Source: an optimization exercise on an open RTL-to-GDS flow (aim: small area, a short achievable clock period and few clock cycles per item). Production flows keep margins and buffers that such runs may drop. Function was checked by simulation only, so behaviour that the tests miss may differ from the original. Power figures rest on the tool's default switching activity, not on a simulated workload.

Setup of JK:
// lora_rx_decoder
module lora_rx_decoder (
    input  wire        clk,
    input  wire        rst,           
    input  wire        start,
    input  wire [3:0]  cfg_sf,        
    input  wire [3:0]  cfg_ppm,       
    input  wire [2:0]  cfg_rdd,       
    input  wire        cfg_explicit,  
    input  wire        sym_valid,
    output wire        sym_ready,
    input  wire [15:0] sym_data,
    output wire        out_valid,
    input  wire        out_ready,
    output wire [7:0]  out_data
);
    reg  [3:0]  sh;                   
    reg  [3:0]  sf;                   
    reg  [3:0]  pm1;                  
    reg  [2:0]  rdd;
    reg         expl;
    reg         in_v;
    reg  [11:0] in_u;                 
    reg  [11:0] sb [0:7];
    reg  [2:0]  m;                    
    reg  [2:0]  r;                    
    reg         ld_hdr;               
    reg         sb_full;
    reg         first_x;              
    reg  [11:0] cb [0:7];
    reg  [3:0]  j;                    
    reg         cw_v;
    reg         cw_hdr;
    reg         q_v;
    reg  [7:0]  q_cw;
    reg  [3:0]  q_key;
    reg         q_hdr;
    reg         ov;
    reg  [5:0]  od;
    reg  [7:0]  s;
  ...
Settings: LEC_CHECK=0, CAP_MARGIN=20, CORE_MARGIN=2, CORE_UTILIZATION=40, SLEW_MARGIN=20; clock period 9.0 ns.
standard.sh (not shown) runs the stock make flow with config.mk's settings and CLKGATE_MAP_FILE= SYNTH_SCRIPT=/design/flow/synth_recipe.tcl, a recipe that flattens the netlist after the stock synthesis.
==> flow/flow/run.sh <==
#!/bin/bash
bash standard.sh 'SETUP_SLACK_MARGIN=6.0' 'MATCH_CELL_FOOTPRINT=0' 'BUFFER_PORTS_ARGS=-buffer_cell sky130_fd_sc_hd__buf_2' 'CTS_BUF_LIST=sky130_fd_sc_hd__clkbuf_8' 'CTS_CLUSTER_SIZE=16' 'CTS_CLUSTER_DIAMETER=60' 'ABC_AREA=1' 'PLACE_DENSITY=0.7' finish > standard.log 2>&1
JK completed end to end with timing, DRC and antenna clean.
Testbench counts of JK, summed over its fixed seeds: cycles 7,995, bytes 6,173.
Modified inputs, MS compared to JK
==> flow/flow/run.sh <==
#!/bin/bash
# The standard layout (standard.sh: standard synthesis and ORFS flow) with:
#  - resizing not tied to the cell footprint;
#  - the port buffers made with buf_2 cells.
bash standard.sh SETUP_SLACK_MARGIN=6.0 MATCH_CELL_FOOTPRINT=0 \
    'BUFFER_PORTS_ARGS=-buffer_cell sky130_fd_sc_hd__buf_2' finish > standard.log 2>&1
--- a/flow/config.mk
+++ b/flow/config.mk
@@ -6,6 +6,11 @@
 export NUM_CORES = 4
 export LEC_CHECK = 0
+export ABC_AREA = 1
 export CAP_MARGIN = 20
 export CORE_MARGIN = 2
 export CORE_UTILIZATION = 40
+export CTS_BUF_LIST = sky130_fd_sc_hd__clkbuf_8
+export CTS_CLUSTER_DIAMETER = 60
+export CTS_CLUSTER_SIZE = 16
+export SETUP_SLACK_MARGIN = 5
 export SLEW_MARGIN = 20
Findings:
In summary, MS completed successfully, with a layout that passed the timing, design-rule and antenna checks. From JK to MS the numbers moved as follows: switching power total rose by 5.7%; number of placed instances with taps included stayed essentially flat; routed wire length stayed essentially flat; amount of wire on met3 after detailed routing fell by about 11%. MS: iteration count of the initial detailed-routing pass 2 above JK. Diff JK -> MS: HPWL reported at the end of detailed placement closely matched the old numbers, utilization increased by 0.66 points relative to the old numbers, design area increased by 1.5% relative to the old numbers, final instance count without filler cells increased by about 1.1% relative to the old numbers. Compared to JK, MS has area growth from synthesis to final layout 1.6 points higher. MS ended up with a higher number of buffers inserted during clock tree synthesis than JK did. JK vs MS, critical path endpoint: s[2] vs out_valid.
Setup changes, MS to AL
==> flow/flow/run.sh <==
#!/bin/bash
bash standard.sh 'SETUP_SLACK_MARGIN=5.8' 'MATCH_CELL_FOOTPRINT=0' 'BUFFER_PORTS_ARGS=-buffer_cell sky130_fd_sc_hd__buf_2' 'CTS_BUF_LIST=sky130_fd_sc_hd__clkbuf_8' 'CTS_CLUSTER_SIZE=16' 'CTS_CLUSTER_DIAMETER=60' 'ABC_AREA=1' finish > standard.log 2>&1
--- a/flow/config.mk
+++ b/flow/config.mk
@@ -6,11 +6,6 @@
 export NUM_CORES = 4
 export LEC_CHECK = 0
-export ABC_AREA = 1
 export CAP_MARGIN = 20
 export CORE_MARGIN = 2
 export CORE_UTILIZATION = 40
-export CTS_BUF_LIST = sky130_fd_sc_hd__clkbuf_8
-export CTS_CLUSTER_DIAMETER = 60
-export CTS_CLUSTER_SIZE = 16
-export SETUP_SLACK_MARGIN = 5
 export SLEW_MARGIN = 20
--- outcome ---
- Reported for AL and MS, remaining number of nets flagged by the antenna check after routing turned out identical to the last digit.
- Routability congestion estimate from global placement, AL vs MS: down slightly
- Between AL and MS, the routed wire length is higher for AL.
- Number of vias in the routed layout improves in AL relative to MS.
- On share of total power consumed by net switching, AL and MS are neck and neck.
- Combinational share of power in AL vs MS: down 2.2 points
- NOTE leakage component of the power MS->AL decreased slightly
- Final clock period utilization by the worst path for AL: 0.96 points up relative to MS
- Status | AL and MS | clean
Setup changes, AL to TR
==> flow/flow/run.sh <==
#!/bin/bash
bash standard.sh 'SETUP_SLACK_MARGIN=6.1' 'MATCH_CELL_FOOTPRINT=0' 'BUFFER_PORTS_ARGS=-buffer_cell sky130_fd_sc_hd__buf_1' 'CTS_BUF_LIST=sky130_fd_sc_hd__clkbuf_8' 'CTS_CLUSTER_SIZE=16' 'CTS_CLUSTER_DIAMETER=60' 'ABC_AREA=1' finish > standard.log 2>&1
TR vs. AL: pin count of the biggest net entering global routing went up by 6.3%, total power went down by 0.76%, wire length of the first global-routing pass was more or less identical, final non-filler cell total went up by 10.
Lower detailed-route wire length goes to TR over AL.
From AL to TR the numbers moved as follows: register share of the cell area down 0.55 points; worst setup slack +0.087 ns.
diff inputs: TR => PW
==> flow/flow/run.sh <==
#!/bin/bash
bash standard.sh 'SETUP_SLACK_MARGIN=6.0' 'MATCH_CELL_FOOTPRINT=0' 'BUFFER_PORTS_ARGS=-buffer_cell sky130_fd_sc_hd__buf_2' 'CTS_BUF_LIST=sky130_fd_sc_hd__clkbuf_8' 'CTS_CLUSTER_SIZE=16' 'CTS_CLUSTER_DIAMETER=60' 'ABC_AREA=1' finish > standard.log 2>&1
### Flow results
Looking only at power, and setting everything else aside, the lower value of TR and PW goes to TR.
Taking TR as the reference, in PW sequential share of layout area has remained practically unchanged; portion of total power attributed to the clock network climbed 0.6 points; number of buffers added by the clock tree synthesis step picked up an extra 4.2%.


lora_rx_decoder, a different RTL version from the one above (not shown whole).
Size in the first run: ~880 cells after synthesis, about 270 flip-flops, ~12000 um^2 of cells after synthesis.
clock: 9.0 ns
lec_check: 0
cap_margin: 20
core_margin: 2
core_utilization: 40
slew_margin: 20
==> flow/flow/run.sh <==
#!/bin/bash
bash standard.sh 'SETUP_SLACK_MARGIN=6.0' 'MATCH_CELL_FOOTPRINT=0' 'BUFFER_PORTS_ARGS=-buffer_cell sky130_fd_sc_hd__buf_2' 'CTS_BUF_LIST=sky130_fd_sc_hd__clkbuf_8' 'CTS_CLUSTER_SIZE=20' 'CTS_CLUSTER_DIAMETER=70' finish > standard.log 2>&1
Testbench counts at the start, summed over its fixed seeds: cycles 8,128, bytes 6,173.
Then changed:
==> flow/flow/run.sh (replaced) <==
#!/bin/bash
bash standard.sh 'SETUP_SLACK_MARGIN=6.2' 'MATCH_CELL_FOOTPRINT=0' 'BUFFER_PORTS_ARGS=-buffer_cell sky130_fd_sc_hd__buf_2' 'CTS_BUF_LIST=sky130_fd_sc_hd__clkbuf_8' 'CTS_CLUSTER_SIZE=16' 'CTS_CLUSTER_DIAMETER=60' 'ABC_AREA=1' 'CORE_UTILIZATION=55' finish > standard.log 2>&1
The new run finished clean.
Combinational power climbs by 3.3%.
Die area drops by 27%.
Sequential share of layout area drops by 0.86 points.
Synthesized area stays flat.
Fmax climbs by about 2%.
Total power climbs by 3.4%.
Non-clock buffer count climbs by 19.
Global-route usage climbs by 7.4 points.
Hold slack stays flat.


Starting RTL as in the previous note.
Settings: LEC_CHECK=0, CAP_MARGIN=20, CORE_MARGIN=2, CORE_UTILIZATION=40, SLEW_MARGIN=20; clock period 9.0 ns.
==> flow/flow/run.sh <==
#!/bin/bash
bash standard.sh 'SETUP_SLACK_MARGIN=6.0' 'MATCH_CELL_FOOTPRINT=0' 'BUFFER_PORTS_ARGS=-buffer_cell sky130_fd_sc_hd__buf_2' 'CTS_BUF_LIST=sky130_fd_sc_hd__clkbuf_8' 'CTS_CLUSTER_SIZE=16' 'CTS_CLUSTER_DIAMETER=60' finish > standard.log 2>&1
The starting point completed with no timing, DRC or antenna violations.
Testbench counts at the start, summed over its fixed seeds: cycles 8,128, bytes 6,173.
Edit:
==> flow/flow/run.sh (replaced) <==
#!/bin/bash
bash standard.sh 'SETUP_SLACK_MARGIN=6.2' 'MATCH_CELL_FOOTPRINT=0' 'BUFFER_PORTS_ARGS=-buffer_cell sky130_fd_sc_hd__buf_2' 'CTS_BUF_LIST=sky130_fd_sc_hd__clkbuf_8' 'CTS_CLUSTER_SIZE=16' 'CTS_CLUSTER_DIAMETER=60' 'ABC_AREA=1' 'TNS_END_PERCENT=10' finish > standard.log 2>&1
Routed wire length increases by a little under a tenth.
Area after synthesis is about the same.
Cell area decreases slightly.
Total power decreases slightly.


Starting RTL as in the previous note.
Settings: LEC_CHECK=0, ABC_AREA=1, CAP_MARGIN=20, CORE_MARGIN=2, CORE_UTILIZATION=40, CTS_BUF_LIST=sky130_fd_sc_hd__clkbuf_8, CTS_CLUSTER_DIAMETER=60, CTS_CLUSTER_SIZE=16, SETUP_SLACK_MARGIN=5, SLEW_MARGIN=20; clock period 9.0 ns.
==> flow/flow/run.sh <==
#!/bin/bash
# The standard layout (standard.sh: standard synthesis and ORFS flow) with:
#  - resizing not tied to the cell footprint;
#  - the port buffers made with buf_2 cells.
bash standard.sh SETUP_SLACK_MARGIN=6.2 MATCH_CELL_FOOTPRINT=0 \
    'BUFFER_PORTS_ARGS=-buffer_cell sky130_fd_sc_hd__buf_2' finish > standard.log 2>&1
Testbench counts at the start, summed over its fixed seeds: cycles 8,128, bytes 6,173.
Change:
==> flow/flow/run.sh (replaced) <==
#!/bin/bash
bash standard.sh 'SETUP_SLACK_MARGIN=6.0' 'MATCH_CELL_FOOTPRINT=0' 'BUFFER_PORTS_ARGS=-buffer_cell sky130_fd_sc_hd__buf_2' 'CTS_BUF_LIST=sky130_fd_sc_hd__clkbuf_16' 'CTS_CLUSTER_SIZE=24' 'CTS_CLUSTER_DIAMETER=80' finish > standard.log 2>&1
- ABC_AREA: 1 -> unset
- CTS_BUF_LIST: sky130_fd_sc_hd__clkbuf_8 -> unset
- CTS_CLUSTER_DIAMETER: 60 -> unset
- CTS_CLUSTER_SIZE: 16 -> unset
- SETUP_SLACK_MARGIN: 5 -> unset
Utilization increases by 0.34 points.
Combinational power increases by roughly a tenth.
Count of clock-buffer cells in the layout decreases by 7.
Clock skew decreases by 0.0080 ns.
Non-clock buffer count increases by 6.
Worst hold slack improved by 0.0078 ns.
Maximum frequency decreases by a few percent.
Change:
==> flow/flow/run.sh (replaced) <==
#!/bin/bash
bash standard.sh 'SETUP_SLACK_MARGIN=6.0' 'MATCH_CELL_FOOTPRINT=0' 'BUFFER_PORTS_ARGS=-buffer_cell sky130_fd_sc_hd__buf_2' 'CTS_BUF_LIST=sky130_fd_sc_hd__clkbuf_8' 'CTS_CLUSTER_SIZE=16' 'CTS_CLUSTER_DIAMETER=60' 'ABC_AREA=1' finish > standard.log 2>&1
Area after synthesis barely changes.
Non-clock buffer count fell by 40.
Sequential cell count does not change.
Sequential share of layout area rose by 2.1 points.
Design area fell by 3.8%.
Maximum frequency rose by 1.0%.
Change:
==> flow/flow/run.sh (replaced) <==
#!/bin/bash
bash standard.sh 'SETUP_SLACK_MARGIN=6.2' 'MATCH_CELL_FOOTPRINT=0' 'BUFFER_PORTS_ARGS=-buffer_cell sky130_fd_sc_hd__buf_2' 'CTS_BUF_LIST=sky130_fd_sc_hd__clkbuf_8' 'CTS_CLUSTER_SIZE=16' 'CTS_CLUSTER_DIAMETER=60' 'ABC_AREA=1' finish > standard.log 2>&1
Effect: The changed run passed the timing, design-rule and antenna checks. Cell count climbs by 1.6%. Hold slack degrades by 0.015 ns. Routed wire length climbs by 3.0%. Setup slack improves by 0.076 ns. Clock power drops by 7.3%. Global-route usage climbs by 0.31 points. Power climbs by 0.64%.
Change:
==> flow/flow/run.sh (replaced) <==
#!/bin/bash
bash standard.sh 'SETUP_SLACK_MARGIN=6.0' 'MATCH_CELL_FOOTPRINT=0' 'BUFFER_PORTS_ARGS=-buffer_cell sky130_fd_sc_hd__buf_2' 'CTS_BUF_LIST=sky130_fd_sc_hd__clkbuf_8' finish > standard.log 2>&1
What happened: Cell area grows by 2.2%; final cell count decreases by 14%; clock skew is lower by 0.0036 ns; clock-buffer cell count is higher by 19; hold slack gets worse by 0.0081 ns.

==> re-timing with driven ports <==
Ports are ideal in the flow. The routed layouts listed here were re-timed in OpenROAD.
Step 1 assumes that a clkbuf_16 drives the clock port and a buf_2 every other input.
Step 2 also shifts input and output timing later by t, the mid clock arrival at the registers, as if the neighbouring blocks saw the same clock.
a / b / c = no drivers / after step 1 / after step 2; a / b = the first two.
run | t (ns) | setup slack, ns | worst setup path after step 2
JK | 0.594 | 6.127 / 6.079 / 5.563 | input to register
MS | 0.607 | 6.075 / 6.033 / 5.624 | input to register
AL | 0.611 | 5.989 / 5.989 / 5.478 | input to register
TR | 0.595 | 6.076 / 6.032 / 5.644 | input to register
PW | 0.607 | 6.075 / 6.033 / 5.624 | input to register
the first run of note 2 | 0.587 | 6.075 / 6.080 / 5.494 | input to register
the second run of note 2 | 0.578 | 6.135 / 6.089 / 5.662 | input to register
the first run of note 3 | 0.605 | 6.073 / 6.065 / 5.472 | input to register
the second run of note 3 | 0.599 | 6.056 / 6.063 / 5.472 | input to register
the first run of note 4 | 0.587 | 6.121 / 6.075 / 5.583 | input to register
the second run of note 4 | 0.532 | 6.014 / 6.024 / 5.492 | input to register
the third run of note 4 | 0.603 | 6.044 / 6.054 / 5.451 | input to register
the fourth run of note 4 | 0.587 | 6.121 / 6.075 / 5.583 | input to register
the fifth run of note 4 | 0.585 | 6.062 / 6.068 / 5.483 | input to register
After both steps setup and hold are still met in every run listed. For the first run of note 3, which loses most, drivers alone change the setup slack by -0.008 ns; drivers and shift together by -0.601 ns.
